Background: an optimization exercise with open tools, aiming at small area, a short achievable clock period and few clock cycles per item. Do not read the settings as production practice.
The RTL was checked by simulation tests, not by an equivalence proof against the original design.
Power is estimated from default activity; no workload was simulated.

### constraint.sdc
create_clock -name core_clock -period 60.0 [get_ports {clk}]
set_input_delay 12.0000 -clock core_clock [delete_from_list [all_inputs] [get_ports {clk}]]
set_output_delay 12.0000 -clock core_clock [all_outputs]
set_load 0.01 [all_outputs]
### standard.sh
#!/bin/bash
# synth_recipe.tcl (not shown) runs the flow's synth.tcl, then flattens the netlist and writes it again
# the make line also repeats each setting of config.mk as NAME=value (left out here)
make -C /OpenROAD-flow-scripts/flow DESIGN_CONFIG=/design/flow/config.mk WORK_HOME=/design/flow/orfs CLKGATE_MAP_FILE= SYNTH_SCRIPT=/design/flow/synth_recipe.tcl "${@:-finish}"
### flow/run.sh
#!/bin/bash
set -euo pipefail
export BUFFER_PORTS_ARGS="-buffer_cell sky130_fd_sc_hd__buf_4"
export CTS_ARGS="-sink_clustering_enable -repair_clock_nets -buf_list sky130_fd_sc_hd__clkbuf_8 -sink_clustering_size 12 -sink_clustering_max_diameter 100 -dont_use_dummy_load"
export SETUP_SLACK_MARGIN=34
export TNS_END_PERCENT=5
bash standard.sh > flow.log 2>&1
### design.v
module fc_sat16 (
    input  wire [31:0] b,
    input  wire [1:0]  qty,
    output wire [15:0] q,
    output wire        sat,
    output wire        nan,
    output wire        s,
    output wire [18:0] pt,
    output wire        povf
);
    function [30:0] add3;
        input [30:0] x, y, z;
        input        c1, c2;
        reg   [30:0] sm, cr;
        reg          cy;
        integer      k;
        begin
            for (k = 0; k < 31; k = k + 1) begin
                sm[k] = x[k] ^ y[k] ^ z[k];
                cr[k] = (x[k] & y[k]) | (x[k] & z[k]) | (y[k] & z[k]);
            end
            add3[0] = sm[0] ^ c1;
            cy = c2 | (sm[0] & c1);
            for (k = 1; k < 31; k = k + 1) begin
                add3[k] = sm[k] ^ cr[k-1] ^ cy;
                cy      = (sm[k] & cr[k-1]) | (sm[k] & cy) | (cr[k-1] & cy);
            end
        end
    endfunction
    assign s = b[31];
    wire [7:0]  e   = b[30:23];
    wire        enz = |e;
    wire        emx = &e;
    wire        mnz = |b[22:0];
    wire        pos = (qty == 2'd0);
    wire        tqe = (qty == 2'd3);
    assign nan = emx & mnz;
    wire [23:0] mant = {enz, b[22:0]};
    wire [30:0] m0 = {7'd0, mant};
    wire [30:0] p1c = add3(m0 << 7, tqe ? ~(m0 << 5) : ~(m0 << 1), tqe ? (m0 << 2) : ~m0,
                           tqe, ~tqe);
    wire        vel    = (qty == 2'd1);
    wire        p1s    = pos | tqe;      
    wire        big_e  = p1s ? (e > 8'd141) : vel ? (e > 8'd137) : (e > 8'd139);
    wire        zero_e = p1s ? (e < 8'd118) : vel ? (e < 8'd114) : (e < 8'd116);
    wire [4:0]  jc = p1s ? 5'd13 : vel ? 5'd9 : 5'd11;
    wire [4:0]  j  = jc - e[4:0];        
    wire [22:0] sv = p1c[30:8] >> j;
    wire        big = big_e | (~zero_e & (|sv[22:20]));
    wire [19:0] t  = zero_e ? 20'd0 : sv[19:0];
    assign pt = t[18:0];
    assign povf = emx | big | t[19] | (t[18] & (t[17] | t[16] | t[15]));
    wire [15:0] mag = t[15:0];
    wire        ovf = emx | big | (t[19:16] != 4'd0) | (t[15] & (~s | (t[14:0] != 15'd0)));
    reg  [15:0] ng;
    reg         nc;
    integer     k2;
    always @* begin
        nc = s;
        for (k2 = 0; k2 < 16; k2 = k2 + 1) begin
            ng[k2] = (mag[k2] ^ s) ^ nc;
            nc     = (mag[k2] ^ s) & nc;
        end
    end
    assign sat = ~nan & ovf;
    assign q   = ({16{~nan & ovf}} & (s ? 16'h8000 : 16'h7FFF)) | ({16{~nan & ~ovf}} & ng);
endmodule
module fc_pos_q (
    input  wire        s,
    input  wire [14:0] pmag,
    input  wire        povf,
    input  wire        nan,
    output wire [15:0] q,
    output wire        sat
);
    reg  [15:0] ng;
    reg         nc;
    integer     k;
    always @* begin
        nc = s;
        for (k = 0; k < 16; k = k + 1) begin
            ng[k] = ((k < 15 ? pmag[k] : 1'b0) ^ s) ^ nc;
            nc    = ((k < 15 ? pmag[k] : 1'b0) ^ s) & nc;
        end
    end
    assign sat = ~nan & povf;
    assign q   = ({16{~nan & povf}} & (s ? 16'h8001 : 16'h7FFF)) | ({16{~nan & ~povf}} & ng);
endmodule
module fc_div9_8 (
    input  wire [3:0] r,
    input  wire [7:0] b,
    output wire [7:0] q,
    output wire [3:0] rn
);
    reg [3:0] rr;
    reg [4:0] u;
    reg [7:0] qq;
    reg       ge;
    integer   i;
    always @* begin
        rr = r;
        for (i = 7; i >= 0; i = i - 1) begin
            u     = {rr, b[i]};
            ge    = u[4] | (u[3] & (u[2] | u[1] | u[0]));
            qq[i] = ge;
            if (!ge)       rr = u[3:0];
            else if (u[4]) rr = {u[0], ~u[0], ~u[0], ~u[0]};                        
            else           rr = {1'b0, u[2] ^ (~u[1] & ~u[0]), u[1] ^ ~u[0], ~u[0]};   
        end
    end
    assign q  = qq;
    assign rn = rr;
endmodule
module fc_descale_init (
    input  wire [15:0] qin,
    input  wire [1:0]  qty,
    output wire        zero,
    output wire [8:0]  se,      
    output wire [6:0]  r0,      
    output wire [23:0] nb       
);
    wire        s = qin[15];
    reg  [15:0] a;
    reg         c;
    integer     i;
    always @* begin
        c = s;
        for (i = 0; i < 16; i = i + 1) begin
            a[i] = (qin[i] ^ s) ^ c;
            c    = (qin[i] ^ s) & c;
        end
    end
    assign zero = (qin == 16'd0);
    reg [3:0] lz;
    always @* begin
        lz = 4'd0;
        for (i = 0; i <= 15; i = i + 1)
            if (a[i]) lz = 4'd15 - i[3:0];
    end
    wire [15:0] an = a << lz;
    wire [19:0] xs = ({20{qty == 2'd0}} & {4'd0, an}) | ({20{qty == 2'd3}} & {3'd0, an, 1'b0});
    reg  [19:0] xa;
    reg         cy;
    always @* begin
        xa[2:0] = xs[2:0];
        cy = 1'b0;
        for (i = 3; i < 20; i = i + 1) begin
            xa[i] = (i < 19 ? an[i-3] : 1'b0) ^ xs[i] ^ cy;
            cy    = ((i < 19 ? an[i-3] : 1'b0) & xs[i]) | (((i < 19 ? an[i-3] : 1'b0) ^ xs[i]) & cy);
        end
    end
    wire        top = xa[19] | (&xa[18:14] & (xa[13] | xa[12]));
    wire [20:0] xw  = ({21{top}} & {1'b0, xa}) | ({21{~top}} & {xa, 1'b0});
    wire [7:0]  ec = (qty == 2'd0) ? 8'd137 : (qty == 2'd1) ? 8'd130 : (qty == 2'd2) ? 8'd132 : 8'd134;
    assign se = {s, ec + {7'd0, top} - {4'd0, lz}};
    assign r0 = xw[19:13];
    assign nb = {xw[12:0], 11'd62};
endmodule
module fc_descale_steps #(parameter DS_K = 8) (
    input  wire [6:0]      r,
    input  wire [DS_K-1:0] nb,
    output wire [DS_K-1:0] qb,
    output wire [6:0]      rn
);
    reg [6:0]      rr;
    reg [7:0]      r2, u;
    reg [DS_K-1:0] q;
    reg            c;
    integer        i, k;
    always @* begin
        rr = r;
        for (i = DS_K - 1; i >= 0; i = i - 1) begin
            r2   = {rr, nb[i]};
            q[i] = rr[6] | (&rr[5:1] & (rr[0] | nb[i]));
            c    = r2[0] | r2[1];
            u[0] = ~r2[0];
            u[1] = ~r2[1] ^ r2[0];
            for (k = 2; k < 7; k = k + 1) begin
                u[k] = r2[k] ^ c;
                c    = r2[k] & c;
            end
            rr   = q[i] ? u[6:0] : r2[6:0];
        end
    end
    assign qb = q;
    assign rn = rr;
endmodule
module frame_codec (
    input  wire        clk,
    input  wire        rst,
    input  wire        bus_valid,
    input  wire        bus_we,
    input  wire [7:0]  bus_addr,
    input  wire [31:0] bus_wdata,
    output wire        bus_ready,
    output reg  [31:0] bus_rdata
);
    localparam [3:0] OP_SCALE = 4'h1, OP_DESCALE = 4'h2, OP_ENC_STREAM = 4'h3,
                     OP_ENC_MODE = 4'h4, OP_ENC_REGW = 4'h5, OP_ENC_PING = 4'h6,
                     OP_DEC_STREAM = 4'h7, OP_DEC_DISC = 4'h8;
    localparam [1:0] J_NONE = 2'd0, J_A = 2'd1, J_B = 2'd2, J_POST = 2'd3;
    reg  [31:0] cmd, opa, opb, opc, pin0, pin1;
    reg  [3:0]  plen;
    reg  [14:0] sam;             
    reg         sas, sao, san;
    reg  [3:0]  sar;             
    reg         sa_ph;           
    reg  [15:0] sbq;
    reg         sbs, sbn;
    reg  [1:0]  job;
    reg  [3:0]  kind;
    reg  [31:0] d0, d1;
    reg  [2:0]  fsat, fnan;
    reg         flen8, fname, fhw, done;
    reg  [1:0]  ferr;
    reg         p_f2, p_sc, p_fa, p_fb;
    reg  [2:0]  ds_cnt;      
    wire [5:0] ad = bus_addr[7:2];
    wire a_cmd  = (ad == 6'h00), a_opa  = (ad == 6'h01), a_opb  = (ad == 6'h02),
         a_opc  = (ad == 6'h03), a_pin0 = (ad == 6'h04), a_pin1 = (ad == 6'h05),
         a_plen = (ad == 6'h06), a_res0 = (ad == 6'h08), a_res1 = (ad == 6'h09),
         a_res2 = (ad == 6'h0A), a_pout0 = (ad == 6'h0C),
         a_pout1 = (ad == 6'h0D), a_stat = (ad == 6'h10);
    wire ds_busy  = (ds_cnt != 3'd0);
    wire busy_any = p_f2 | p_sc | p_fa | p_fb | ds_busy;
    wire hold = bus_we ? ((a_cmd & busy_any) | (a_opa & p_fa) | (a_opb & p_fb))
                       : ((a_res0 & (p_sc | p_fa | ds_busy)) |
                          (a_res1 & p_fb) |
                          (a_pout0 & (p_fa | p_fb)) |
                          (a_stat & (p_sc | p_f2 | p_fa | p_fb)) |
                          ((a_res2 | a_pout1) & p_f2));
    assign bus_ready = ~hold;
    wire acc_wr = bus_valid & bus_we & ~hold;
    wire        post_sc = (cmd[3:0] == OP_SCALE);
    wire        usel_a = (job == J_A) | ((job == J_POST) & post_sc);
    wire        usel_b = (job == J_B);
    wire        usel_c = (job == J_POST) & ~post_sc;
    wire [31:0] u_b = ({32{usel_a}} & opa) | ({32{usel_b}} & opb) | ({32{usel_c}} & opc);
    wire [1:0]  u_qty = (job == J_A) ? 2'd0 : (job == J_B) ? 2'd1 :
                        post_sc ? cmd[5:4] : (cmd[8] ? 2'd2 : 2'd3);
    wire [15:0] uq;
    wire        us, un, u_s, u_povf;
    wire [18:0] u_pt;
    fc_sat16 u_sat (.b(u_b), .qty(u_qty), .q(uq), .sat(us), .nan(un),
                    .s(u_s), .pt(u_pt), .povf(u_povf));
    wire        j_a = (job == J_A);
    wire [7:0]  d9_q;
    wire [3:0]  d9_r;
    fc_div9_8 u_d9 (.r(j_a ? u_pt[18:15] : sar), .b(j_a ? u_pt[14:7] : {sam[6:0], 1'b0}),
                    .q(d9_q), .rn(d9_r));
    wire [15:0] saq;
    wire        sa_sat;
    fc_pos_q u_pq (.s(sas), .pmag(sam), .povf(sao), .nan(san), .q(saq), .sat(sa_sat));
    wire sa_run = j_a | sa_ph;
    wire sb_run = (job == J_B);
    wire        di_zero;
    wire [8:0]  di_se;
    wire [6:0]  di_r0;
    wire [23:0] di_nb;
    fc_descale_init u_di (.qin(opa[15:0]), .qty(bus_wdata[5:4]), .zero(di_zero),
                          .se(di_se), .r0(di_r0), .nb(di_nb));
    wire [5:0]  ds_qb;
    wire [6:0]  ds_rn;
    fc_descale_steps #(.DS_K(6)) u_ds (.r(d1[30:24]), .nb(d1[23:18]), .qb(ds_qb), .rn(ds_rn));
    wire [31:0] w   = bus_wdata;
    wire [3:0]  op  = w[3:0];
    wire [1:0]  qty = w[5:4];
    wire        vo  = w[6];
    wire        raw = w[7];
    wire        ft  = w[8];
    wire [7:0]  imm = w[23:16];
    wire [7:0]  mid = w[31:24];
    reg [31:0] zmask;
    always @* begin
        case (op)
            OP_SCALE, OP_DESCALE:        zmask = 32'hFFFFFFC0;
            OP_ENC_STREAM:               zmask = 32'hFFFFFE30;
            OP_ENC_MODE, OP_ENC_REGW:    zmask = 32'h0000FFF0;
            OP_ENC_PING:                 zmask = 32'h00FFFFF0;
            default:                     zmask = 32'hFFFFFFF0;
        endcase
    end
    wire illegal = (op == 4'h0) || (op > OP_DEC_DISC);
    wire rsv     = (w & zmask) != 32'd0;
    wire badlen  = ((op == OP_DEC_STREAM) || (op == OP_DEC_DISC)) && (plen > 4'd8);
    wire [1:0] err = illegal ? 2'd1 : rsv ? 2'd2 : badlen ? 2'd3 : 2'd0;
    wire name_v = (plen >= 4'd4) && (pin0[7:0] == 8'h51);
    wire hw_v   = (plen >= 4'd8);
    wire        f0_sa = ~vo & ~raw;
    wire [15:0] f0 = (vo ? 16'h8000 : 16'h0000) | ({16{~vo & raw}} & opa[15:0]) | ({16{~vo & ~raw}} & saq);
    wire [15:0] f1 = ({16{raw}} & opb[15:0]) | ({16{~raw}} & sbq);
    wire cmd_wr = acc_wr & a_cmd;
    always @(posedge clk) begin
        if (rst) begin
            plen <= 4'd0;
            job <= J_NONE;
            kind <= 4'd0;
            fsat <= 3'd0; fnan <= 3'd0; flen8 <= 1'b0; fname <= 1'b0; fhw <= 1'b0;
            ferr <= 2'd0; done <= 1'b0;
            p_f2 <= 1'b0; p_sc <= 1'b0; p_fa <= 1'b0; p_fb <= 1'b0; ds_cnt <= 3'd0;
        end else begin
            if (p_f2) begin fsat[2] <= us; fnan[2] <= un; end
            if (p_sc) begin fsat[0] <= us; fnan[0] <= un; end
            if (p_fa & ~sa_run) begin fsat[0] <= sa_sat; fnan[0] <= san; end
            if (p_fb) begin fsat[1] <= sbs; fnan[1] <= sbn; end
            p_f2 <= 1'b0;
            p_sc <= 1'b0;
            p_fa <= p_fa & sa_run;
            p_fb <= 1'b0;
            if (ds_busy) ds_cnt <= ds_cnt - 3'd1;
            job <= J_NONE;
            if (acc_wr) begin
                case (ad)
                    6'h01: job <= J_A;
                    6'h02: job <= J_B;
                    6'h06: plen <= w[3:0];
                    default: ;
                endcase
            end
            if (cmd_wr) begin
                done <= 1'b1;
                ferr <= err;
                fsat <= 3'd0; fnan <= 3'd0; flen8 <= 1'b0; fname <= 1'b0; fhw <= 1'b0;
                if (err == 2'd0) begin
                    kind <= op;
                    case (op)
                        OP_SCALE: begin
                            if (qty == 2'd0) begin
                                fsat[0] <= sa_sat; fnan[0] <= san; p_fa <= sa_run;
                            end else begin
                                job <= J_POST; p_sc <= 1'b1;
                            end
                        end
                        OP_DESCALE: begin
                            if (!di_zero) ds_cnt <= 3'd4;
                        end
                        OP_ENC_STREAM: begin
                            fsat[0] <= f0_sa & sa_sat; fnan[0] <= f0_sa & san;
                            fsat[1] <= ~raw & sbs;  fnan[1] <= ~raw & sbn;
                            p_fa <= f0_sa & sa_run;
                            p_fb <= ~raw & sb_run;
                            if (!raw) begin job <= J_POST; p_f2 <= 1'b1; end
                        end
                        OP_DEC_STREAM: flen8 <= (plen == 4'd8);
                        OP_DEC_DISC: begin fname <= name_v; fhw <= hw_v; end
                        default: ;
                    endcase
                end
            end
        end
    end
    wire [31:0] wz  = w & {32{~rst}};
    wire [17:0] uz  = {us, un, uq} & {18{~rst}};
    always @(posedge clk) begin
        if (rst | (acc_wr & a_cmd)) cmd  <= wz;
        if (rst | (acc_wr & a_opa)) opa  <= wz;
        if (rst | (acc_wr & a_opb)) opb  <= wz;
        if (rst | (acc_wr & a_opc)) opc  <= wz;
        if (rst | (acc_wr & a_pin0)) pin0 <= wz;
        if (rst | (acc_wr & a_pin1)) pin1 <= wz;
        if (rst | j_a) {sas, sao, san, sam} <= {u_s, u_povf, un, d9_q, u_pt[6:0]} & {18{~rst}};
        else if (sa_ph) sam[6:0] <= d9_q[7:1];
        if (j_a) sar <= d9_r;
        sa_ph <= ~rst & j_a;
        if (rst | (job == J_B)) {sbs, sbn, sbq} <= uz;
    end
    wire c_ok  = cmd_wr & (err == 2'd0);
    wire w_sc  = c_ok & (op == OP_SCALE);
    wire w_ds  = c_ok & (op == OP_DESCALE);
    wire w_st  = c_ok & (op == OP_ENC_STREAM);
    wire w_md  = c_ok & (op == OP_ENC_MODE);
    wire w_rw  = c_ok & (op == OP_ENC_REGW);
    wire w_pg  = c_ok & (op == OP_ENC_PING);
    wire w_dec = c_ok & ((op == OP_DEC_STREAM) | (op == OP_DEC_DISC & name_v));
    wire w_dc  = c_ok & (op == OP_DEC_DISC);
    wire w_dc1 = c_ok & ((op == OP_DEC_STREAM) | (op == OP_DEC_DISC & hw_v));
    wire w_fa  = p_fa & ~sa_run;
    wire w_q4  = (ds_cnt == 3'd4), w_q3 = (ds_cnt == 3'd3), w_q2 = (ds_cnt == 3'd2),
         w_q1  = (ds_cnt == 3'd1);
    wire w_enc = w_md | w_rw | w_pg;
    wire [31:0] d0_nx =
        ({32{w_sc | w_fa}} & {16'd0, saq}) |
        ({32{p_sc}} & {16'd0, uq}) |
        ({32{p_fb}} & {sbq, 16'd0}) |
        ({32{w_ds & ~di_zero}} & {di_se, 23'd0}) |
        ({32{w_st}} & {f1, f0}) |
        ({32{w_md}} & {8'h50, imm, 16'h0001}) |
        ({32{w_rw}} & {opa[15:0], imm, 8'h0D}) |
        ({32{w_pg}} & 32'h50500011) |
        ({32{w_dec & (op == OP_DEC_STREAM)}} & pin0) |
        ({32{w_dec & (op == OP_DEC_DISC)}} & {8'h00, pin0[31:8]}) |
        ({32{w_q4}} & {9'd0, ds_qb[4:0], 18'd0}) |
        ({32{w_q3}} & {14'd0, ds_qb, 12'd0}) |
        ({32{w_q2}} & {20'd0, ds_qb, 6'd0}) |
        ({32{w_q1}} & {26'd0, ds_qb});
    wire [31:0] d0_en =
        ({32{w_ds | w_st | w_enc | w_dc | (c_ok & (op == OP_DEC_STREAM))}}) |
        ({32{w_sc | w_fa | p_sc}} & 32'h0000FFFF) |
        ({32{p_fb}} & 32'hFFFF0000) |
        ({32{w_q4}} & 32'h007C0000) | ({32{w_q3}} & 32'h0003F000) |
        ({32{w_q2}} & 32'h00000FC0) | ({32{w_q1}} & 32'h0000003F);
    wire [31:0] d1_nx =
        ({32{w_ds}} & {1'b0, di_r0, di_nb}) |
        ({32{w_st}} & {8'd0, ft ? 8'hAD : 8'h90, opc[15:0]}) |
        ({32{w_md | w_pg}} & {8'd0, mid, 16'h5050}) |
        ({32{w_rw}} & {8'd0, mid, opa[31:16]}) |
        ({32{w_dc1}} & pin1) |
        ({32{p_f2}} & {16'd0, uq}) |
        ({32{ds_busy}} & {1'b0, ds_rn, d1[17:0], 6'd0});
    wire [31:0] d1_en =
        ({32{w_ds | w_dc | (c_ok & (op == OP_DEC_STREAM))}}) |
        ({32{w_st | w_enc}} & 32'h00FFFFFF) |
        ({32{p_f2}} & 32'h0000FFFF) |
        ({32{ds_busy}} & 32'h7FFFFFC0);
    integer bi;
    always @(posedge clk) begin
        for (bi = 0; bi < 32; bi = bi + 1) begin
            if (d0_en[bi]) d0[bi] <= d0_nx[bi];
            if (d1_en[bi]) d1[bi] <= d1_nx[bi];
        end
    end
    wire k_sc  = (kind == OP_SCALE);
    wire k_ds  = (kind == OP_DESCALE);
    wire k_enc = (kind == OP_ENC_STREAM) | (kind == OP_ENC_MODE) |
                 (kind == OP_ENC_REGW) | (kind == OP_ENC_PING);
    wire k_pg  = (kind == OP_ENC_PING);
    wire k_dec = (kind == OP_DEC_STREAM);
    wire k_dc  = (kind == OP_DEC_DISC);
    wire k_sd  = (kind == OP_ENC_STREAM) | k_dec;
    wire ok    = (ferr == 2'd0);
    wire [31:0] res0 = (k_ds | k_dc) ? d0 : (k_sc | k_sd) ? {{16{d0[15]}}, d0[15:0]} : 32'd0;
    wire [31:0] res1 = k_sd ? {{16{d0[31]}}, d0[31:16]} : k_dc ? d1 : 32'd0;
    wire [31:0] res2 = k_sd ? {{16{d1[15]}}, d1[15:0]} : 32'd0;
    wire [31:0] pout0 = k_enc ? d0 : 32'd0;
    wire [31:0] pout1 = k_enc ? {16'h5050, d1[15:0]} : 32'd0;
    wire [31:0] arb  = k_enc ? {k_pg, 15'd0, k_pg, 7'd0, d1[23:16]} : 32'd0;
    wire [3:0]  dlc  = k_enc ? 4'd8 : 4'd0;
    wire sent  = ok & k_sd & (d0[15:0] == 16'h8000);
    wire padok = ok & k_dec & (d1[31:16] == 16'h5050);
    wire [31:0] status = {done, 11'd0, 2'd0, ferr, 2'd0, fhw, fname, 1'b0, flen8, padok, sent,
                          1'b0, fnan, 1'b0, fsat};
    wire a_arb = (ad == 6'h0E), a_dlc = (ad == 6'h0F);
    always @* begin
        bus_rdata = ({32{a_cmd}} & cmd) | ({32{a_opa}} & opa) | ({32{a_opb}} & opb) |
                    ({32{a_opc}} & opc) | ({32{a_pin0}} & pin0) | ({32{a_pin1}} & pin1) |
                    ({32{a_plen}} & {28'd0, plen}) | ({32{a_res0}} & res0) |
                    ({32{a_res1}} & res1) | ({32{a_res2}} & res2) |
                    ({32{a_pout0}} & pout0) | ({32{a_pout1}} & pout1) |
                    ({32{a_arb}} & arb) | ({32{a_dlc}} & {28'd0, dlc}) | ({32{a_stat}} & status);
    end
endmodule
### config.mk
export PLATFORM = sky130hd
export DESIGN_NAME = frame_codec
export DESIGN_NICKNAME = frame_codec
export VERILOG_FILES = /design/flow/design.v
export SDC_FILE = /design/flow/constraint.sdc
export NUM_CORES = 4
export LEC_CHECK = 0
export ABC_AREA = 1
export CAP_MARGIN = 40
export CORE_MARGIN = 2
export CORE_UTILIZATION = 50
export PLACE_DENSITY = 0.6
export SLEW_MARGIN = 50
==> results by group, run 1 <==
Status
  • Status: timing/DRC/antenna clean

STA
  • Slew headroom: 44.4%
  • Max Slew Vio Count: 0
  • Setup TNS: 0 ns
  • Post-layout min period: 26.18 ns
  • Unrepaired setup endpoints after global routing: yes
  • Pin slew with the least headroom to its limit: 0.828 ns
  • Clk_skew: 0.0660 ns
  • Period utilisation layout: 43.6%
  • FMAX: 38.2 MHz
  • Hold Violations, Final: 0
  • Final Setup Violations: 0

Yosys
  • Mapped Nets: around 3300
  • Post-synth EDFFs: 296
  • Mean Syn Cell Area: 8.11 um^2
  • Fraction of registers with async set/reset: 0%
  • Sequential share of the synthesized area: between 30% and 40%
  • Cell variety after synth: 65
  • Synth Cell Area: 24800 um^2
  • Area leader, netlist: edfxtp_1
  • Ranking of synthesized cells by area: edfxtp_1 (36%), nand2_1 (8.7%), inv_1 (6.7%)
  • Predominant post-synthesis flop cell: edfxtp_1
  • Yosys top cell area share: a little over a third
  • Syn Inst Count: 3057
  • Seq cells post-synth: 326
  • Yosys warning count: 6

CTS
  • Clk sink count: 326
  • CTS tree: built
  • TritonCTS buffer count: 31
  • Clk root buf: clkbuf_8
  • Worst-Skew Late Latency: 0.69 ns
  • Clock Path Buffers: 3
  • Clk slew on worst S/H paths: roughly 0.09 ns
  • H-tree Lvls: 1

Cells and area
  • # fillers: 4546
  • Finished Cell Area: 27100 um^2
  • Most common cell after layout, fill and taps aside: nand2_1
  • Nets: 3338
  • Fin cells: 3789
  • Fraction of layout cells with a size suffix above 1: 11.8%
  • Most frequent cells in the layout: nand2_1 (575), inv_1 (434), edfxtp_1 (296)
  • Area growth syn-to-layout: 9.35%

Worst hold path
  • HP Class: reg -> reg
  • Hold path start: done

Place
  • Dpl cells: ~3700
  • Gp weighted congestion: 1.05
  • Post-DP Area: 26300 um^2
  • Hpwl dp: 90.5 mm
  • PortBufs: 74

Global routing
  • First-pass GRT wire length: 167 mm
  • GR Overflow Total: 0
  • Largest net degree at the start of global routing: 50
  • Antenna violations before repair: 14
  • GRT Util Overall: 46.2%
  • Number of global-route vias before repair: 23500

Worst setup path
  • CP top delay family: buffers and inverters
  • CP Data Arrival Time: about 14 ns
  • Critical-path top delay cell: a2111oi_1
  • Worst-path cell chain: buf_4 > inv_1 > nor2_1 > nand2_1 > nor2_1 > buf_6 > clkinv_1 > buf_6 > o22ai_1 > a2111oi_1 > o2111ai_2 > buf_4
  • CP startpoint: bus_addr[2]
  • Worst-path fanout max: 18
  • Critical path launch point type: input pin
  • Setup crit end kind: output port
  • Req. time, crit path: 48.00 ns
  • CP peak stage delay: 0.50 ns
  • Critical path type: in -> out
  • Crit path buf inv count: 6
  • FF-to-FF Start: job[0]

Power and ir drop
  • Pwr Density: 37.9 nW/um^2
  • Power Total: 1.03 mW
  • Max IR drop VDD: 0.0000739 V
  • Static Leak: 11.6 nW

Route
  • Final WL: 120 mm
  • 1st-iter DRT viols: 4509
  • Drt via density: 6.73
  • Wire per inst: 31.7 um
  • 1st-pass router iterations: 7
  • Final ANT Viol Nets: 0
  • Vias: about 26000
  • # DRC: 0

Floorplanning
  • Placement Rows: 81
  • Initial Utilization: 50.6%
  • Core Box Area: 49000 um^2
  • Die footprint: just over 50000 um^2
  • Die Wd: 227 um
  • Ports: slightly below 80
  • Die Ht: 227 um

Flow run
  • Max_cap viols: 0
where the power goes:
group	internal [mW]	switching, mW	leakage [nW]
registers	0.294	0.0290	3.12
clock network	0.0456	0.0809	0.223
logic	0.176	0.401	8.27
total	0.516	0.511	11.6
sequential cells by signal (all words and copies together), names as in the netlist, 15 cells and up:
signal  flops
cmd        32
d0         32
d1         32
opa        32
opb        32
opc        32
pin0       32
pin1       32
sam        15
sbq        16
final timing paths:
path	endpoint	slack (ns)	cells past startpoint
max	bus_rdata[7]	33.82	12
min	done	0.47	2
max reg2reg	d0[15]	39.52	72
min reg2reg	done	0.47	2
metal layers:
layer  vias up  wire length (um)  global-route usage, %  share of wire (%)
met4        14              9200                   28.2                7.7
li1      10700                 -                      -                  -
met3       491             19700                   20.7                 16
met2      2163             46800                   62.8                 39
met5         -                84                      0              0.070
met1     12100             44300                   59.7                 37
worst register-to-register path, delay by kind of cell, from the launching register on:
kind,cells,cell delay (ns)
flip-flops,1,0.71
buffers and inverters,8,1.93
adder cells (fa/ha/maj),38,13.53
AO/OA/AOI/OAI,9,1.35
XOR/XNOR,4,0.77
AND/OR/NAND/NOR,13,2.05
what timing repair did:
action / in CTS / in global routing
setup endpoints to repair: 33 / 33
cloned: 0 / 0
pin swaps: 2 / 4
gates resized for setup: 38 / 15
buffers inserted: 10 / 7
hold buffers: 0 / 0
through the flow:
step | utilization [%] | setup WS, ns | hold WS (ns)
finish | 55.4 | 33.82 | 0.468
global route | 55.3 | 33.84 | 0.497
CTS | 55.0 | 33.89 | 0.465
detailed placement | 53.7 | 33.05 | 0.452
global placement | 53.4 | 33.08 | 0.450
floorplan | - | 34.38 | 0.428
synth_stat cells (39+ instances only):
| library cell | n |
|---|---|
| nand2_1 | 577 |
| o211ai_1 | 39 |
| ha_1 | 116 |
| fa_1 | 58 |
| nor2_1 | 227 |
| xor2_1 | 55 |
| a221oi_1 | 70 |
| a21oi_1 | 131 |
| clkbuf_1 | 99 |
| edfxtp_1 | 296 |
| inv_1 | 442 |
| nand3_1 | 146 |
| o21ai_0 | 267 |
| o22ai_1 | 92 |
layout make-up:
class | count | area [um^2] | area share (%)
tap | 664 | 831 | 3.07
timing repair buffer | 149 | 1170 | 4.30
multi-input combinational | 2124 | 13300 | 49.1
sequential | 326 | 9490 | 35.0
inverter | 488 | 1860 | 6.85
antenna | 7 | 17.5 | 0.0646
clock buffer | 31 | 427 | 1.57
kinds of logic (layout without fill, tap and decap cells):
logic type / after synthesis / count (layout) / synth area share, %
flip-flops: 326 / 326 / 38.3
buffers and inverters: 607 / 668 / 9.50
AND/OR/NAND/NOR: 1108 / 1108 / 19.4
AO/OA/AOI/OAI: 768 / 768 / 19.6
other: 0 / 7 / 0
multiplexers: 9 / 9 / 0.364
adder cells (fa/ha/maj): 174 / 174 / 10.5
XOR/XNOR: 65 / 65 / 2.33
Testbench counts, summed over its fixed seeds: cycles 34,309, commands 4,800.
==> inputs of run 2 (changes only) <==
==> flow/run.sh (replaced) <==
#!/bin/bash
set -euo pipefail
export BUFFER_PORTS_ARGS="-buffer_cell sky130_fd_sc_hd__buf_2"
export CTS_ARGS="-sink_clustering_enable -repair_clock_nets -buf_list sky130_fd_sc_hd__clkbuf_8 -sink_clustering_size 12 -sink_clustering_max_diameter 100 -dont_use_dummy_load"
export SETUP_SLACK_MARGIN=34.5
export TNS_END_PERCENT=5
bash standard.sh > flow.log 2>&1
==> run 2 against run 1 <==
Compared with the run above: register-to-register slack got worse by 0.18 ns; flip-flop and latch count did not move; still clean; critical endpoint is now bus_rdata[3]; via count rose by 0.77%; combinational power is 0.7% lower; wire length up 0.27%; clock power about the same; clock skew up 0.015 ns.
==> results by group, run 2 <==
Status
  • Status: timing/DRC/antenna clean

Floorplanning
  • Die Ht: 227 um
  • Die Wd: approximately 230 um
  • Die footprint: 51400 um^2
  • Initial Utilization: 50.6%
  • Core Box Area: a little under 50000 um^2
  • Placement Rows: just over 80
  • Ports: 77

STA
  • Clk_skew: a little over 0.08 ns
  • Unrepaired setup endpoints after global routing: yes
  • Slew headroom: around 45%
  • Post-layout min period: about 26 ns
  • Period utilisation layout: about 43%
  • Hold Violations, Final: 0
  • Setup TNS: 0 ns
  • FMAX: 38.6 MHz
  • Final Setup Violations: 0
  • Pin slew with the least headroom to its limit: 0.827 ns
  • Max Slew Vio Count: 0
  • Final WS setup: 34.09 ns

Worst setup path
  • Worst r2r path cells: 73
  • Worst-path cell chain: buf_6 > nor2_4 > nand2_2 > nor2_2 > buf_12 > clkinv_4 > bufbuf_16 > buf_4 > o221ai_1 > a21oi_1 > nand3_1 > buf_2
  • CP Data Arrival Time: 13.91 ns
  • Critical path type: in -> out
  • Worst-path fanout max: 8
  • Critical path launch point type: input pin
  • Setup crit end kind: output port
  • Worst R2R Setup Slack: approximately 40 ns
  • Critical-path top delay cell: bufbuf_16
  • Req. time, crit path: 48.00 ns
  • CP top delay family: buffers and inverters
  • CP peak stage delay: 0.30 ns
  • Worst r2r dst: d0[15]
  • Crit path buf inv count: 6
  • FF-to-FF Start: job[0]

Yosys
  • Area leader, netlist: edfxtp_1
  • Predominant post-synthesis flop cell: edfxtp_1
  • Post-synth EDFFs: 296
  • Syn Inst Count: 3057
  • Fraction of registers with async set/reset: 0%
  • Yosys top cell area share: approximately 36%
  • Top post-synthesis cells by count: nand2_1 (577), inv_1 (442), edfxtp_1 (296), o21ai_0 (267), nor2_1 (227)
  • Ranking of synthesized cells by area: edfxtp_1 (36%), nand2_1 (8.7%), inv_1 (6.7%)
  • Sequential share of the synthesized area: 38.3%
  • Mapped Nets: approximately 3300
  • Count leader, synth: nand2_1
  • Yosys warning count: 6
  • Cell variety after synth: 65
  • Mean Syn Cell Area: between 8 and 9 um^2
  • Synth Cell Area: 24800 um^2
  • Seq cells post-synth: 326

Power and ir drop
  • Static Leak: 12.0 nW
  • Max IR drop VDD: 0.0000746 V
  • Pwr Density: 37.0 nW/um^2

Route
  • Drt via density: 6.73
  • Final ANT Viol Nets: 0
  • Vias: 25700
  • Wire per inst: 31.5 um
  • 1st-iter DRT viols: 4337
  • 1st-pass router iterations: 6
  • # DRC: 0
  • Final WL: 120 mm

Worst hold path
  • HP Class: reg -> reg
  • Hold path start: done
  • Hold depth: 2
  • Hold endpoint: done

Place
  • PortBufs: 74
  • Post-place setup slack: 33.33 ns
  • Dpl cells: roughly 3700
  • Hpwl dp: around 89 mm
  • Gp weighted congestion: 1.08

Global routing
  • Number of global-route vias before repair: about 24000
  • GRT Util Overall: a little under half
  • GR Overflow Total: 0
  • Largest net degree at the start of global routing: between 60 and 70
  • First-pass GRT wire length: about 170 mm
  • Antenna violations before repair: 6

CTS
  • Clk sink count: 326
  • CTS tree: built
  • TritonCTS buffer count: 31
  • Clk root buf: clkbuf_8
  • Clk slew on worst S/H paths: approximately 0.090 ns
  • Worst-Skew Late Latency: 0.70 ns
  • Clock Path Buffers: 3
  • H-tree Lvls: 1

Cells and area
  • Area growth syn-to-layout: 11.8%
  • Fin cells: 3822
  • Most common cell after layout, fill and taps aside: nand2_1
  • Most frequent cells in the layout: nand2_1 (571), inv_1 (428), edfxtp_1 (296)
  • Final Core Density: ~57%
  • # fillers: 4563
  • Fraction of layout cells with a size suffix above 1: 13.9%
  • Nets: 3373

Flow run
  • Max_cap viols: 0
==> run 2: cell count changes in the layout (fill, tap and decap cells not counted), moves of 7 or more <==
cell and change:
o21ai_0 -7, o21ai_1 +7, buf_12 +11, buf_4 -60, buf_2 +73
==> run 2: worst max path at each step <==
| stage | start | endpoint | slack [ns] | cells after the start |
|---|---|---|---|---|
| 2_1_floorplan | bus_addr[7] | bus_rdata[30] | 34.40 | 11 |
| 3_3_place_gp | bus_addr[3] | bus_rdata[2] | 32.92 | 12 |
| 3_5_place_dp | bus_addr[3] | bus_rdata[2] | 33.33 | 12 |
| 4_1_cts | bus_addr[6] | bus_rdata[26] | 34.19 | 14 |
| 5_1_grt | bus_addr[5] | bus_rdata[2] | 34.05 | 12 |
| 6_report | bus_addr[7] | bus_rdata[3] | 34.09 | 12 |
==> run 2: worst min-delay path, stage by stage (launching register included) <==
cell and delay, ns:
dfxtp_1 0.31, inv_1 0.08, a21oi_1 0.07
==> run 2: layer usage <==
layer	share of wire, %	wire length [um]	track usage (%)	vias to the layer above
li1	-	-	-	10800
met1	38	45700	61.9	12300
met2	39	46700	62.2	2142
met3	16	19000	17.8	487
met4	7.3	8770	27.2	10
met5	0.20	244	1.96	-
==> run 2: what timing repair did <==
| action | CTS | global route |
|---|---|---|
| setup endpoints to repair | 33 | 33 |
| buffers inserted | 37 | 8 |
| pin swaps | 27 | 13 |
| hold endpoints to repair | 0 | 0 |
| hold buffers | 0 | 0 |
| cloned | 5 | 0 |
| resized for setup | 107 | 33 |
==> run 2: cell type report <==
cell class	count	area, um^2	area share [%]
Tap cell	664	831	3.00
Inverter	488	1880	6.79
Timing Repair Buffer	184	1530	5.51
Antenna cell	5	12.5	0.0452
Clock buffer	31	427	1.54
Sequential cell	326	9490	34.3
Multi-Input combinational cell	2124	13500	48.9
==> run 2: per-stage QoR <==
stage	hold WS [ns]	instance area (um^2)	total power, mW
after floorplan	0.428	24800	0.684
after global placement	0.457	26000	0.842
after detailed placement	0.466	26100	0.870
after CTS	0.479	27400	0.995
after global routing	0.527	27700	1.08
final	0.492	27700	1.02
==> run 2: logic make-up after synthesis <==
family	synth area share, %
and+or+nand+nor	19.4
AOI/OAI and AO/OA	19.6
buffers and inverters	9.50
DFF	38.3
adders and majority gates	10.5
xor gates and xnor gates	2.33
muxes	0.364
==> run 2: power breakdown <==
group,total [mW],switching [mW],internal [mW]
registers,0.325,0.0308,0.295
clock network,0.125,0.0792,0.0457
logic,0.574,0.399,0.175
==> inputs of run 3 (changes only) <==
==> flow/run.sh (replaced) <==
#!/bin/bash
set -euo pipefail
export BUFFER_PORTS_ARGS="-buffer_cell sky130_fd_sc_hd__buf_2"
export CTS_ARGS="-sink_clustering_enable -repair_clock_nets -buf_list sky130_fd_sc_hd__clkbuf_4 -sink_clustering_size 8 -sink_clustering_max_diameter 60 -dont_use_dummy_load"
export SETUP_SLACK_MARGIN=34
export TNS_END_PERCENT=5
bash standard.sh > flow.log 2>&1
==> run 3 against run 2 <==
Compared with the run above: total power shrank 0.83%; worst hold slack lost 0.069 ns; combinational power shrank 1%; critical endpoint is now bus_rdata[4]; largest power group unchanged; cell count shrank 0.10%; still clean on timing, DRC and antenna; register-to-register slack gained 0.16 ns; flip-flop and latch count is the same; sequential power is essentially flat; critical path depth shrank 3; clock power is essentially flat.
==> results by group, run 3 <==
Status
  • Status: timing/DRC/antenna clean

Route
  • Wire per inst: 31.4 um
  • # DRC: 0
  • Drt via density: 6.67
  • Vias: 25500
  • 1st-iter DRT viols: 4509
  • 1st-pass router iterations: 9
  • Final ANT Viol Nets: 0
  • Final WL: about 120 mm

STA
  • Hold Violations, Final: 0
  • Post-layout min period: 26.19 ns
  • Final WS setup: about 34 ns
  • Slew headroom: between 40% and 50%
  • Period utilisation layout: a little over two fifths
  • Max Slew Vio Count: 0
  • Setup TNS: 0 ns
  • FMAX: 38.2 MHz
  • Pin slew with the least headroom to its limit: ~0.81 ns
  • Clk_skew: between 0.1 and 0.15 ns
  • Unrepaired setup endpoints after global routing: yes
  • Final Setup Violations: 0

Worst setup path
  • Setup crit end kind: output port
  • Critical path launch point type: input pin
  • Critical-path top delay cell: nor3_1
  • Critical path type: in -> out
  • CP Data Arrival Time: 14.19 ns
  • CP peak stage delay: 0.66 ns
  • Worst-path fanout max: 6
  • Worst-path cell chain: buf_2 > nor2_4 > nand3_2 > nor2_1 > inv_1 > nor3_1 > a211oi_1 > nand3_1 > buf_2
  • CP top delay family: simple AND/OR/NAND/NOR gates
  • CP most frequent cell: buf_2
  • Req. time, crit path: 48.00 ns
  • Crit path buf inv count: 3

Yosys
  • Predominant post-synthesis flop cell: edfxtp_1
  • Compound-Gate Fraction of Synth Area: 19.6%
  • Mapped Nets: 3275
  • Adder-Cell Fraction of Synth Area: 10.5%
  • Syn Inst Count: 3057
  • Post-synthesis xor/xnor area fraction: under 10%
  • Count leader, synth: nand2_1
  • Area leader, netlist: edfxtp_1
  • Mean Syn Cell Area: around 8 um^2
  • Largest family of logic cells by synthesized area: compound AO/OA/AOI/OAI gates
  • Top post-synthesis cells by count: nand2_1 (577), inv_1 (442), edfxtp_1 (296), o21ai_0 (267), nor2_1 (227)
  • Yosys warning count: 6
  • Fraction of registers with async set/reset: 0%
  • Seq cells post-synth: approximately 330
  • Sequential share of the synthesized area: a little under two fifths
  • Synth Cell Area: 24800 um^2
  • Cell variety after synth: 65
  • Ranking of synthesized cells by area: edfxtp_1 (36%), nand2_1 (8.7%), inv_1 (6.7%)
  • Post-synth EDFFs: between 200 and 300
  • Yosys top cell area share: a little over a third
  • Post-Synth Simple-Gate Area: 19.4%
  • Mux share of post-synthesis cell area: less than 1%

Cells and area
  • Area growth syn-to-layout: 8.70%
  • Fraction of layout cells with a size suffix above 1: 12.3%
  • Most frequent cells in the layout: nand2_1 (575), inv_1 (438), edfxtp_1 (296)
  • Nets: 3368
  • Most common cell after layout, fill and taps aside: nand2_1
  • Fin cells: about 3800
  • Finished Cell Area: around 27000 um^2

Floorplanning
  • Initial Utilization: 50.6%
  • Placement Rows: 81
  • Core Box Area: 49000 um^2
  • Die Ht: approximately 230 um
  • Die Wd: 227 um
  • Die footprint: 51400 um^2
  • Ports: 77

Place
  • Gp weighted congestion: approximately 1.1
  • Post-place setup slack: approximately 33 ns
  • PortBufs: 74
  • Hpwl dp: 91.2 mm
  • Post-DP Area: 26100 um^2
  • Dpl cells: 3743

CTS
  • Clk sink count: 326
  • TritonCTS buffer count: 51
  • Cts hold-fix bufs: 0
  • Clock Path Buffers: 3
  • Clk slew on worst S/H paths: 0.10 ns
  • Clk root buf: clkbuf_4
  • Worst-Skew Late Latency: slightly below 0.9 ns
  • H-tree Lvls: 2
  • CTS tree: built

Power and ir drop
  • Static Leak: 11.7 nW
  • Pwr Density: 37.7 nW/um^2
  • Max IR drop VDD: 0.0000864 V

Global routing
  • GRT Util Overall: 46.4%
  • Largest net degree at the start of global routing: 50
  • GR Overflow Total: 0
  • Antenna violations before repair: 9
  • Number of global-route vias before repair: 23300
  • First-pass GRT wire length: 166 mm

Flow run
  • Max_cap viols: 0

Worst hold path
  • HP Class: reg -> reg
==> run 3: logic make-up (layout without fill, tap and decap cells) <==
family,after synthesis,in the layout
multiplexers,9,9
AO/OA/AOI/OAI,768,768
AND/OR/NAND/NOR,1108,1108
flip-flops,326,326
adder cells (fa/ha/maj),174,174
XOR/XNOR,65,65
buffers and inverters,607,698
other,0,6
==> run 3: what timing repair did <==
action / CTS / global route
setup buffers: 10 / 7
setup endpoints to repair: 33 / 32
resized for setup: 27 / 25
pin swaps: 2 / 4
==> run 3: area by class of cell <==
type	count	area (um^2)
inverters	488	1850
multi-input cells	2124	13300
fillers	4637	22000
clock buffers	51	383
diodes	6	15.0
flip-flops and latches	326	9490
well taps	664	831
repair buffers	159	1070
==> run 3: layer usage <==
metal | part of all wire (%) | global-route usage (%) | up-vias | routed length (um)
met2 | 39 | 63.2 | 2233 | 47000
met4 | 7.1 | 26.8 | 6 | 8530
met3 | 16 | 19.2 | 442 | 19700
met1 | 37 | 61.4 | 12000 | 44800
met5 | 0.034 | 0 | - | 41
li1 | - | - | 10800 | -
==> run 3: worst paths after layout <==
path	start	end	slack (ns)	cells past startpoint
setup / recovery	bus_addr[7]	bus_rdata[4]	33.81	9
setup reg to reg	job[0]	sar[2]	39.50	90
hold / removal	sbs	fsat[1]	0.42	2
hold reg to reg	sbs	fsat[1]	0.42	2
==> run 3: worst register-to-register path: cells and delay by family (launching register included) <==
| kind | cells | cell delay [ns] |
|---|---|---|
| flops | 1 | 0.71 |
| fa+ha+maj | 28 | 11.71 |
| xor+xnor | 2 | 0.43 |
| compound gates | 8 | 1.18 |
| simple gates | 43 | 4.37 |
| buf+inv | 9 | 1.89 |
==> run 3: power breakdown <==
part           switching, mW  total [mW]  internal, mW
sequential            0.0302       0.325         0.294
combinational          0.394       0.568         0.174
clock                 0.0844       0.123        0.0386
==> run 3: through the flow <==
| stage | hold slack [ns] | total power [mW] | utilization [%] |
|---|---|---|---|
| floorplan | 0.428 | 0.684 | - |
| global placement | 0.456 | 0.840 | 53.2 |
| detailed placement | 0.464 | 0.869 | 53.4 |
| CTS | 0.425 | 0.989 | 54.6 |
| global route | 0.454 | 1.07 | 55.0 |
| finish | 0.423 | 1.02 | 55.0 |
==> inputs of run 4 (changes only) <==
--- a/design.v
+++ b/design.v
@@ -198,16 +198,13 @@
     localparam [3:0] OP_SCALE = 4'h1, OP_DESCALE = 4'h2, OP_ENC_STREAM = 4'h3,
                      OP_ENC_MODE = 4'h4, OP_ENC_REGW = 4'h5, OP_ENC_PING = 4'h6,
                      OP_DEC_STREAM = 4'h7, OP_DEC_DISC = 4'h8;
-    localparam [1:0] J_NONE = 2'd0, J_A = 2'd1, J_B = 2'd2, J_POST = 2'd3;
     reg  [31:0] cmd, opa, opb, opc, pin0, pin1;
     reg  [3:0]  plen;
     reg  [14:0] sam;             
     reg         sas, sao, san;
     reg  [3:0]  sar;             
     reg         sa_ph;           
-    reg  [15:0] sbq;
-    reg         sbs, sbn;
-    reg  [1:0]  job;
+    reg         j_a;             
     reg  [3:0]  kind;
     reg  [31:0] d0, d1;
     reg  [2:0]  fsat, fnan;
@@ -223,7 +220,7 @@
          a_pout1 = (ad == 6'h0D), a_stat = (ad == 6'h10);
     wire ds_busy  = (ds_cnt != 3'd0);
     wire busy_any = p_f2 | p_sc | p_fa | p_fb | ds_busy;
-    wire hold = bus_we ? ((a_cmd & busy_any) | (a_opa & p_fa) | (a_opb & p_fb))
+    wire hold = bus_we ? ((a_cmd & busy_any) | (a_opa & (p_fa | p_fb)) | (a_opb & p_fb))
                        : ((a_res0 & (p_sc | p_fa | ds_busy)) |
                           (a_res1 & p_fb) |
                           (a_pout0 & (p_fa | p_fb)) |
@@ -231,19 +228,16 @@
                           ((a_res2 | a_pout1) & p_f2));
     assign bus_ready = ~hold;
     wire acc_wr = bus_valid & bus_we & ~hold;
-    wire        post_sc = (cmd[3:0] == OP_SCALE);
-    wire        usel_a = (job == J_A) | ((job == J_POST) & post_sc);
-    wire        usel_b = (job == J_B);
-    wire        usel_c = (job == J_POST) & ~post_sc;
-    wire [31:0] u_b = ({32{usel_a}} & opa) | ({32{usel_b}} & opb) | ({32{usel_c}} & opc);
-    wire [1:0]  u_qty = (job == J_A) ? 2'd0 : (job == J_B) ? 2'd1 :
-                        post_sc ? cmd[5:4] : (cmd[8] ? 2'd2 : 2'd3);
+    wire        post    = p_f2 | p_sc;
+    wire        u_vel   = ~post & ~j_a;
+    wire        usel_a  = j_a | p_sc;
+    wire [31:0] u_b = ({32{usel_a}} & opa) | ({32{u_vel}} & opb) | ({32{p_f2}} & opc);
+    wire [1:0]  u_qty = p_sc ? cmd[5:4] : p_f2 ? (cmd[8] ? 2'd2 : 2'd3) : {1'b0, u_vel};
     wire [15:0] uq;
     wire        us, un, u_s, u_povf;
     wire [18:0] u_pt;
     fc_sat16 u_sat (.b(u_b), .qty(u_qty), .q(uq), .sat(us), .nan(un),
                     .s(u_s), .pt(u_pt), .povf(u_povf));
-    wire        j_a = (job == J_A);
     wire [7:0]  d9_q;
     wire [3:0]  d9_r;
     fc_div9_8 u_d9 (.r(j_a ? u_pt[18:15] : sar), .b(j_a ? u_pt[14:7] : {sam[6:0], 1'b0}),
@@ -252,7 +246,6 @@
     wire        sa_sat;
     fc_pos_q u_pq (.s(sas), .pmag(sam), .povf(sao), .nan(san), .q(saq), .sat(sa_sat));
     wire sa_run = j_a | sa_ph;
-    wire sb_run = (job == J_B);
     wire        di_zero;
     wire [8:0]  di_se;
     wire [6:0]  di_r0;
@@ -288,12 +281,12 @@
     wire hw_v   = (plen >= 4'd8);
     wire        f0_sa = ~vo & ~raw;
     wire [15:0] f0 = (vo ? 16'h8000 : 16'h0000) | ({16{~vo & raw}} & opa[15:0]) | ({16{~vo & ~raw}} & saq);
-    wire [15:0] f1 = ({16{raw}} & opb[15:0]) | ({16{~raw}} & sbq);
+    wire [15:0] f1 = ({16{raw}} & opb[15:0]) | ({16{~raw}} & uq);
     wire cmd_wr = acc_wr & a_cmd;
     always @(posedge clk) begin
         if (rst) begin
             plen <= 4'd0;
-            job <= J_NONE;
+            j_a <= 1'b0;
             kind <= 4'd0;
             fsat <= 3'd0; fnan <= 3'd0; flen8 <= 1'b0; fname <= 1'b0; fhw <= 1'b0;
             ferr <= 2'd0; done <= 1'b0;
@@ -302,21 +295,14 @@
             if (p_f2) begin fsat[2] <= us; fnan[2] <= un; end
             if (p_sc) begin fsat[0] <= us; fnan[0] <= un; end
             if (p_fa & ~sa_run) begin fsat[0] <= sa_sat; fnan[0] <= san; end
-            if (p_fb) begin fsat[1] <= sbs; fnan[1] <= sbn; end
+            if (p_fb & u_vel) begin fsat[1] <= us; fnan[1] <= un; end
             p_f2 <= 1'b0;
             p_sc <= 1'b0;
             p_fa <= p_fa & sa_run;
-            p_fb <= 1'b0;
+            p_fb <= p_fb & ~u_vel;
             if (ds_busy) ds_cnt <= ds_cnt - 3'd1;
-            job <= J_NONE;
-            if (acc_wr) begin
-                case (ad)
-                    6'h01: job <= J_A;
-                    6'h02: job <= J_B;
-                    6'h06: plen <= w[3:0];
-                    default: ;
-                endcase
-            end
+            j_a <= acc_wr & a_opa;
+            if (acc_wr & a_plen) plen <= w[3:0];
             if (cmd_wr) begin
                 done <= 1'b1;
                 ferr <= err;
@@ -328,7 +314,7 @@
                             if (qty == 2'd0) begin
                                 fsat[0] <= sa_sat; fnan[0] <= san; p_fa <= sa_run;
                             end else begin
-                                job <= J_POST; p_sc <= 1'b1;
+                                p_sc <= 1'b1;
                             end
                         end
                         OP_DESCALE: begin
@@ -336,10 +322,10 @@
                         end
                         OP_ENC_STREAM: begin
                             fsat[0] <= f0_sa & sa_sat; fnan[0] <= f0_sa & san;
-                            fsat[1] <= ~raw & sbs;  fnan[1] <= ~raw & sbn;
+                            fsat[1] <= ~raw & us;  fnan[1] <= ~raw & un;
                             p_fa <= f0_sa & sa_run;
-                            p_fb <= ~raw & sb_run;
-                            if (!raw) begin job <= J_POST; p_f2 <= 1'b1; end
+                            p_fb <= ~raw & ~u_vel;
+                            p_f2 <= ~raw;
                         end
                         OP_DEC_STREAM: flen8 <= (plen == 4'd8);
                         OP_DEC_DISC: begin fname <= name_v; fhw <= hw_v; end
@@ -350,7 +336,6 @@
         end
     end
     wire [31:0] wz  = w & {32{~rst}};
-    wire [17:0] uz  = {us, un, uq} & {18{~rst}};
     always @(posedge clk) begin
         if (rst | (acc_wr & a_cmd)) cmd  <= wz;
         if (rst | (acc_wr & a_opa)) opa  <= wz;
@@ -362,7 +347,6 @@
         else if (sa_ph) sam[6:0] <= d9_q[7:1];
         if (j_a) sar <= d9_r;
         sa_ph <= ~rst & j_a;
-        if (rst | (job == J_B)) {sbs, sbn, sbq} <= uz;
     end
     wire c_ok  = cmd_wr & (err == 2'd0);
     wire w_sc  = c_ok & (op == OP_SCALE);
@@ -375,13 +359,14 @@
     wire w_dc  = c_ok & (op == OP_DEC_DISC);
     wire w_dc1 = c_ok & ((op == OP_DEC_STREAM) | (op == OP_DEC_DISC & hw_v));
     wire w_fa  = p_fa & ~sa_run;
+    wire w_fb  = p_fb & u_vel;
     wire w_q4  = (ds_cnt == 3'd4), w_q3 = (ds_cnt == 3'd3), w_q2 = (ds_cnt == 3'd2),
          w_q1  = (ds_cnt == 3'd1);
     wire w_enc = w_md | w_rw | w_pg;
     wire [31:0] d0_nx =
         ({32{w_sc | w_fa}} & {16'd0, saq}) |
         ({32{p_sc}} & {16'd0, uq}) |
-        ({32{p_fb}} & {sbq, 16'd0}) |
+        ({32{w_fb}} & {uq, 16'd0}) |
         ({32{w_ds & ~di_zero}} & {di_se, 23'd0}) |
         ({32{w_st}} & {f1, f0}) |
         ({32{w_md}} & {8'h50, imm, 16'h0001}) |
@@ -396,7 +381,7 @@
     wire [31:0] d0_en =
         ({32{w_ds | w_st | w_enc | w_dc | (c_ok & (op == OP_DEC_STREAM))}}) |
         ({32{w_sc | w_fa | p_sc}} & 32'h0000FFFF) |
-        ({32{p_fb}} & 32'hFFFF0000) |
+        ({32{w_fb}} & 32'hFFFF0000) |
         ({32{w_q4}} & 32'h007C0000) | ({32{w_q3}} & 32'h0003F000) |
         ({32{w_q2}} & 32'h00000FC0) | ({32{w_q1}} & 32'h0000003F);
     wire [31:0] d1_nx =
==> run 4 against run 3 <==
Compared with the run above: sequential power decreased by 5%; cell count decreased by 2.2%; clock-buffer cell count decreased by 4; synthesized cell count decreased by 0.43%; combinational power increased by 3%; critical path type unchanged.
==> results by group, run 4 <==
Floorplanning
  • Die Ht: about 220 um
  • Placement Rows: 80
  • Die footprint: 50200 um^2
  • Ports: 77
  • Core Box Area: 47700 um^2
  • Initial Utilization: 50.7%
  • Die Wd: 224 um

CTS
  • Worst-Skew Late Latency: a little over 0.8 ns
  • Cts hold-fix bufs: 0
  • CTS tree: built
  • Clock Path Buffers: 3
  • Clk root buf: clkbuf_4
  • TritonCTS buffer count: 47
  • Clk sink count: 307
  • Clk slew on worst S/H paths: 0.09 ns
  • H-tree Lvls: 2

Yosys
  • Cell variety after synth: 68
  • Yosys warning count: 6
  • Area leader, netlist: edfxtp_1
  • Sequential share of the synthesized area: a little under two fifths
  • Seq cells post-synth: 307
  • Top post-synthesis cells by count: nand2_1 (620), inv_1 (451), edfxtp_1 (278), nor2_1 (248), o21ai_0 (244)
  • Syn Inst Count: 3044
  • Post-synth EDFFs: 278
  • Ranking of synthesized cells by area: edfxtp_1 (35%), nand2_1 (9.6%), inv_1 (7.0%)
  • Mean Syn Cell Area: 7.95 um^2
  • Synth Cell Area: approximately 24000 um^2
  • Fraction of registers with async set/reset: 0%
  • Mapped Nets: roughly 3300
  • Count leader, synth: nand2_1
  • Predominant post-synthesis flop cell: edfxtp_1
  • Yosys top cell area share: between 30% and 40%

Cells and area
  • Most common cell after layout, fill and taps aside: nand2_1
  • Nets: 3334
  • Fraction of layout cells with a size suffix above 1: 10.8%
  • Fin cells: approximately 3700
  • Finished Cell Area: between 20000 and 30000 um^2
  • Area growth syn-to-layout: 7.71%
  • Most frequent cells in the layout: nand2_1 (616), inv_1 (441), edfxtp_1 (278)
  • Final Core Density: 54.6%

Global routing
  • Antenna violations before repair: 4
  • Largest net degree at the start of global routing: 45
  • GR Util met3: 17.1%
  • Number of global-route vias before repair: 22900
  • GR Overflow Total: 0
  • Met2 Usage GRT: 61.1%
  • Most used routing layer: met2
  • Met1 GRT Util: 60.1%
  • GRT Util Overall: 44.6%
  • First-pass GRT wire length: 160 mm

STA
  • Setup TNS: 0 ns
  • Period utilisation layout: 43.6%
  • Clk_skew: 0.0725 ns
  • Slew headroom: 42.8%
  • Max Slew Vio Count: 0
  • Final WS setup: between 30 and 40 ns
  • FMAX: 38.2 MHz
  • Pin slew with the least headroom to its limit: 0.854 ns
  • Final Setup Violations: 0
  • Post-layout min period: 26.15 ns
  • Fin Hold WS: 0.514 ns
  • Hold Violations, Final: 0
  • Unrepaired setup endpoints after global routing: yes

Power and ir drop
  • P_int: 0.494 mW
  • Comb pwr share: 58.2%
  • Pwr Density: 38.7 nW/um^2
  • Reg power frac: 30.5%
  • Max IR drop VDD: 0.0000593 V
  • Sw Pwr: 0.515 mW
  • Clock power frac: 11.3%
  • Power Total: 1.01 mW
  • Sw Ratio: 51.0%
  • Static Leak: around 11 nW

Route
  • Wire per inst: 30.5 um
  • Final ANT Viol Nets: 0
  • # DRC: 0
  • Final WL: approximately 110 mm
  • 1st-iter DRT viols: 4260
  • Drt via density: 6.71
  • Vias: 25100
  • 1st-pass router iterations: 6

Worst setup path
  • Critical path launch point type: input pin
  • Worst-path fanout max: 4
  • CP Data Arrival Time: 14.15 ns
  • Worst R2R Setup Slack: 38.97 ns
  • Req. time, crit path: 48.00 ns
  • Critical path type: in -> out
  • Setup crit end kind: output port

Place
  • Gp weighted congestion: 1.04
  • Hpwl dp: 88.2 mm
  • Post-DP Area: 25500 um^2
  • Dpl cells: approximately 3700
  • Post-place setup slack: around 33 ns
  • PortBufs: 74

Flow run
  • Max_cap viols: 0

Status
  • Status: timing/DRC/antenna clean

Worst hold path
  • HP Class: reg -> reg
-- run 4: area by class of cell --
| class | count | area [um^2] |
|---|---|---|
| multi-input cells | 2143 | 13300 |
| clock buffers | 47 | 353 |
| fillers | 4555 | 21700 |
| flip-flops and latches | 307 | 8930 |
| repair buffers | 138 | 877 |
| inverters | 479 | 1830 |
| well taps | 615 | 769 |
| diodes | 6 | 15.0 |
-- run 4: final timing paths --
check | start | endpoint | cells after the start
setup / recovery | bus_addr[7] | bus_rdata[3] | 10
hold / removal | flen8 | flen8 | 2
setup reg to reg | j_a | d0[15] | 73
hold reg to reg | flen8 | flen8 | 2
-- run 4: worst max-delay path, stage by stage --
cell,delay (ns)
buf_2,0.11
nor2_2,0.19
nand3_1,0.20
nor2_1,0.44
inv_1,0.24
o211ai_1,0.33
a2111oi_4,0.09
buf_4,0.18
o2111ai_1,0.14
buf_2,0.21
-- run 4: cell families after synthesis --
group,count (synthesis),share of synthesized area [%]
simple gates,1169,20.9
compound gates,733,19.5
buf+inv,594,9.42
flops,307,36.9
fa+ha+maj,174,10.8
xor+xnor,63,2.36
mux,4,0.171
-- run 4: power groups by stage --
stage                     Combinational [mW]  Clock [mW]  Sequential [mW]
after floorplan                        0.383           0            0.296
after global placement                 0.531           0            0.310
after detailed placement               0.563           0            0.311
after CTS                              0.567       0.112            0.306
after global routing                   0.644       0.120            0.309
final                                  0.587       0.114            0.308
-- run 4: timing repair --
item,in CTS,in global routing
setup buffers,2,4
resized for setup,18,19
setup endpoints to repair,33,33
pin swaps,2,1
cloned,0,1
-- run 4: per-layer routing --
layer,vias to the layer above,routed length (um)
met3,410,18600
li1,10700,-
met4,0,7780
met2,2075,44400
met1,11800,43300
met5,-,0
Testbench counts of run 4, summed over its fixed seeds: cycles 34,309, commands 4,800.
==> inputs of run 5 (changes only) <==
--- a/config.mk
+++ b/config.mk
@@ -6,8 +6,8 @@
 export NUM_CORES = 4
 export LEC_CHECK = 0
 export ABC_AREA = 1
-export CAP_MARGIN = 40
+export CAP_MARGIN = 20
 export CORE_MARGIN = 2
 export CORE_UTILIZATION = 50
 export PLACE_DENSITY = 0.6
-export SLEW_MARGIN = 50
+export SLEW_MARGIN = 20
==> run 5 against run 4 <==
Compared with the run above: sequential power about the same; sequential share of layout area about the same; clock skew increased by 0.058 ns; largest cell class unchanged.
==> results by group, run 5 <==
Worst setup path
  • Critical-path top delay cell: buf_4
  • CP Data Arrival Time: 14.09 ns
  • CP peak stage delay: 0.35 ns
  • Worst-path cell chain: buf_2 > nor2_2 > nand2_2 > nor2_2 > buf_4 > clkinvlp_4 > o211ai_1 > a221oi_1 > o2111ai_1 > buf_2
  • Setup crit end kind: output port
  • Crit path buf inv count: 4
  • Req. time, crit path: roughly 48 ns
  • Worst-path fanout max: 18
  • Critical path type: in -> out
  • Critical path launch point type: input pin
  • CP top delay family: buffers and inverters

Yosys
  • Mux share of post-synthesis cell area: less than 1%
  • Post-synth EDFFs: 278
  • Fraction of registers with async set/reset: 0%
  • Post-synthesis xor/xnor area fraction: ~2.4%
  • Compound-Gate Fraction of Synth Area: around a fifth
  • Area leader, netlist: edfxtp_1
  • Syn Inst Count: 3044
  • Ranking of synthesized cells by area: edfxtp_1 (35%), nand2_1 (9.6%), inv_1 (7.0%)
  • Largest family of logic cells by synthesized area: simple AND/OR/NAND/NOR gates
  • Adder-Cell Fraction of Synth Area: 10.8%
  • Seq cells post-synth: 307
  • Yosys warning count: 6
  • Top post-synthesis cells by count: nand2_1 (620), inv_1 (451), edfxtp_1 (278), nor2_1 (248), o21ai_0 (244)
  • Predominant post-synthesis flop cell: edfxtp_1
  • Sequential share of the synthesized area: 36.9%
  • Yosys top cell area share: 34.5%
  • Cell variety after synth: approximately 70
  • Mean Syn Cell Area: 7.95 um^2
  • Count leader, synth: nand2_1
  • Mapped Nets: 3262
  • Post-Synth Simple-Gate Area: 20.9%
  • Synth Cell Area: 24200 um^2

STA
  • Period utilisation layout: 43.5%
  • Hold Violations, Final: 0
  • Max Slew Vio Count: 0
  • Slew headroom: 18.1%
  • Final WS setup: 33.91 ns
  • Unrepaired setup endpoints after global routing: yes
  • FMAX: 38.3 MHz
  • Pin slew with the least headroom to its limit: between 1 and 1.5 ns
  • Clk_skew: 0.131 ns
  • Final Setup Violations: 0
  • Setup TNS: 0 ns
  • Post-layout min period: approximately 26 ns

Floorplanning
  • Initial Utilization: 50.7%
  • Placement Rows: 80
  • Die Wd: 224 um
  • Die footprint: ~50000 um^2
  • Ports: 77
  • Die Ht: ~220 um
  • Core Box Area: approximately 48000 um^2

CTS
  • Clk root buf: clkbuf_4
  • TritonCTS buffer count: 47
  • Clk slew on worst S/H paths: 0.10 ns
  • Clock Path Buffers: 3
  • Cts hold-fix bufs: 0
  • Clk sink count: 307
  • Worst-Skew Late Latency: 0.86 ns
  • H-tree Lvls: 2
  • CTS tree: built

Cells and area
  • Most common cell after layout, fill and taps aside: nand2_1
  • Final Core Density: 54.5%
  • Fraction of layout cells with a size suffix above 1: between 10% and 20%
  • Area growth syn-to-layout: 7.58%
  • # fillers: 4528
  • Most frequent cells in the layout: nand2_1 (616), inv_1 (442), edfxtp_1 (278)
  • Fin cells: 3739
  • Nets: 3343

Global routing
  • Number of global-route vias before repair: 22800
  • GRT Util Overall: 44.5%
  • Antenna violations before repair: 7
  • GR Overflow Total: 0
  • First-pass GRT wire length: 159 mm
  • Largest net degree at the start of global routing: 45

Power and ir drop
  • Pwr Density: 38.7 nW/um^2
  • Sw Pwr: ~0.5 mW
  • Static Leak: about 11 nW
  • Reg power frac: 30.7%
  • Comb pwr share: 58.2%
  • Max IR drop VDD: 0.0000639 V
  • Power Total: 1.01 mW
  • Clock power frac: 11.1%
  • Sw Ratio: 51.0%
  • P_int: 0.493 mW

Route
  • Drt via density: 6.71
  • Final ANT Viol Nets: 0
  • 1st-pass router iterations: 8
  • # DRC: 0
  • Vias: 25100
  • Final WL: 114 mm
  • 1st-iter DRT viols: 4277
  • Wire per inst: 30.5 um

Place
  • Post-place setup slack: between 30 and 40 ns
  • Hpwl dp: between 80 and 90 mm
  • Dpl cells: around 3700
  • PortBufs: 74
  • Gp weighted congestion: 1.04

Flow run
  • Max_cap viols: 0

Worst hold path
  • HP Class: reg -> reg

Status
  • Status: timing/DRC/antenna clean
-- run 5: cell counts after synthesis --
No cell type changed its count.
-- run 5: power by group through the flow --
stage / Combinational [mW] / Sequential, mW / Clock (mW)
2_1_floorplan: 0.383 / 0.296 / 0
3_3_place_gp: 0.531 / 0.310 / 0
3_5_place_dp: 0.561 / 0.311 / 0
4_1_cts: 0.564 / 0.306 / 0.111
5_1_grt: 0.642 / 0.309 / 0.118
6_report: 0.586 / 0.309 / 0.112
-- run 5: metal layers --
layer / global-route usage [%] / part of all wire [%]
met1: 60.4 / 38
met2: 61.2 / 39
met3: 16.9 / 16
met4: 23.7 / 6.4
met5: 0 / 0.051
-- run 5: area by class of cell --
class / instances / area [um^2] / area share, %
multi-input cells: 2143 / 13200 / 50.6
flip-flops and latches: 307 / 8930 / 34.3
inverters: 479 / 1830 / 7.03
repair buffers: 147 / 963 / 3.70
well taps: 615 / 769 / 2.96
clock buffers: 47 / 353 / 1.36
diodes: 1 / 2.50 / 0.00961
-- run 5: worst paths after layout --
check / from / end / slack [ns] / depth (start not counted)
worst min register to register: fhw / fhw / 0.52 / 2
worst max-delay path: bus_addr[7] / bus_rdata[15] / 33.91 / 10
worst max register to register: j_a / d0[15] / 38.49 / 73
worst min-delay path: fhw / fhw / 0.52 / 2
-- run 5: what timing repair did --
| action | in CTS | in global routing |
|---|---|---|
| resized for setup | 25 | 24 |
| endpoints found under the hold margin | 0 | 0 |
| setup endpoints to repair | 33 | 33 |
| gates cloned | 0 | 1 |
| setup buffers | 7 | 10 |
| pin swaps | 1 | 4 |
-- run 5: worst reg2reg max path, delay by kind of cell, from the launching register on --
family	cells	cell delay, ns
fa+ha+maj	38	13.96
xor+xnor	3	0.59
buf+inv	7	1.56
compound gates	13	2.91
flops	1	0.85
simple gates	12	1.50
-- run 5: metrics by stage --
stage,hold slack [ns],area (um^2)
floorplan,0.431,24200
global placement,0.485,25400
detailed placement,0.497,25400
CTS,0.511,25900
global route,0.544,26000
finish,0.521,26000
-- run 5: kinds of logic (layout without fill, tap and decap cells) --
kind of cell    after synthesis  in the layout
simple gates               1169           1169
compound gates              733            733
buf+inv                     594            673
flops                       307            307
fa+ha+maj                   174            174
xor+xnor                     63             63
mux                           4              4
other cells                   0              1

what the ideal ports hide:
Ports are ideal in the flow. The routed layouts listed here were re-timed in OpenROAD. Step 1 (the two cells are an assumption about what drives the block):
set clk [get_ports {clk}]
set_driving_cell -lib_cell sky130_fd_sc_hd__clkbuf_16 $clk
set_driving_cell -lib_cell sky130_fd_sc_hd__buf_2 [delete_from_list [all_inputs] $clk]
Step 2 adds t to the input delays and takes it off the output delays; t is the mean of the earliest and latest rising clock arrival at the registers after step 1. Input paths then give back, and output paths get back, about the clock's delay inside the block. Three values: ideal, step 1, step 2; two values: the first two.
run	t, ns	slack for setup (ns)	worst setup path after step 2	latest minus earliest clock arrival (ns)	worst register clock-pin slew, ns
run 1	0.716	33.823 / 33.797 / 33.797	input to output	0.078 / 0.078	0.11 / 0.11
run 2	0.713	34.089 / 34.053 / 34.053	input to output	0.081 / 0.082	0.10 / 0.10
run 3	0.864	33.814 / 33.789 / 33.789	input to output	0.150 / 0.150	0.11 / 0.11
run 4	0.838	33.847 / 33.828 / 33.828	input to output	0.073 / 0.073	0.12 / 0.12
run 5	0.844	33.909 / 33.890 / 33.890	input to output	0.132 / 0.132	0.11 / 0.11
After both steps every run listed still meets setup and hold. The setup slack of run 2, which loses most, moves by -0.036 ns with the drivers and by -0.036 ns with both steps.
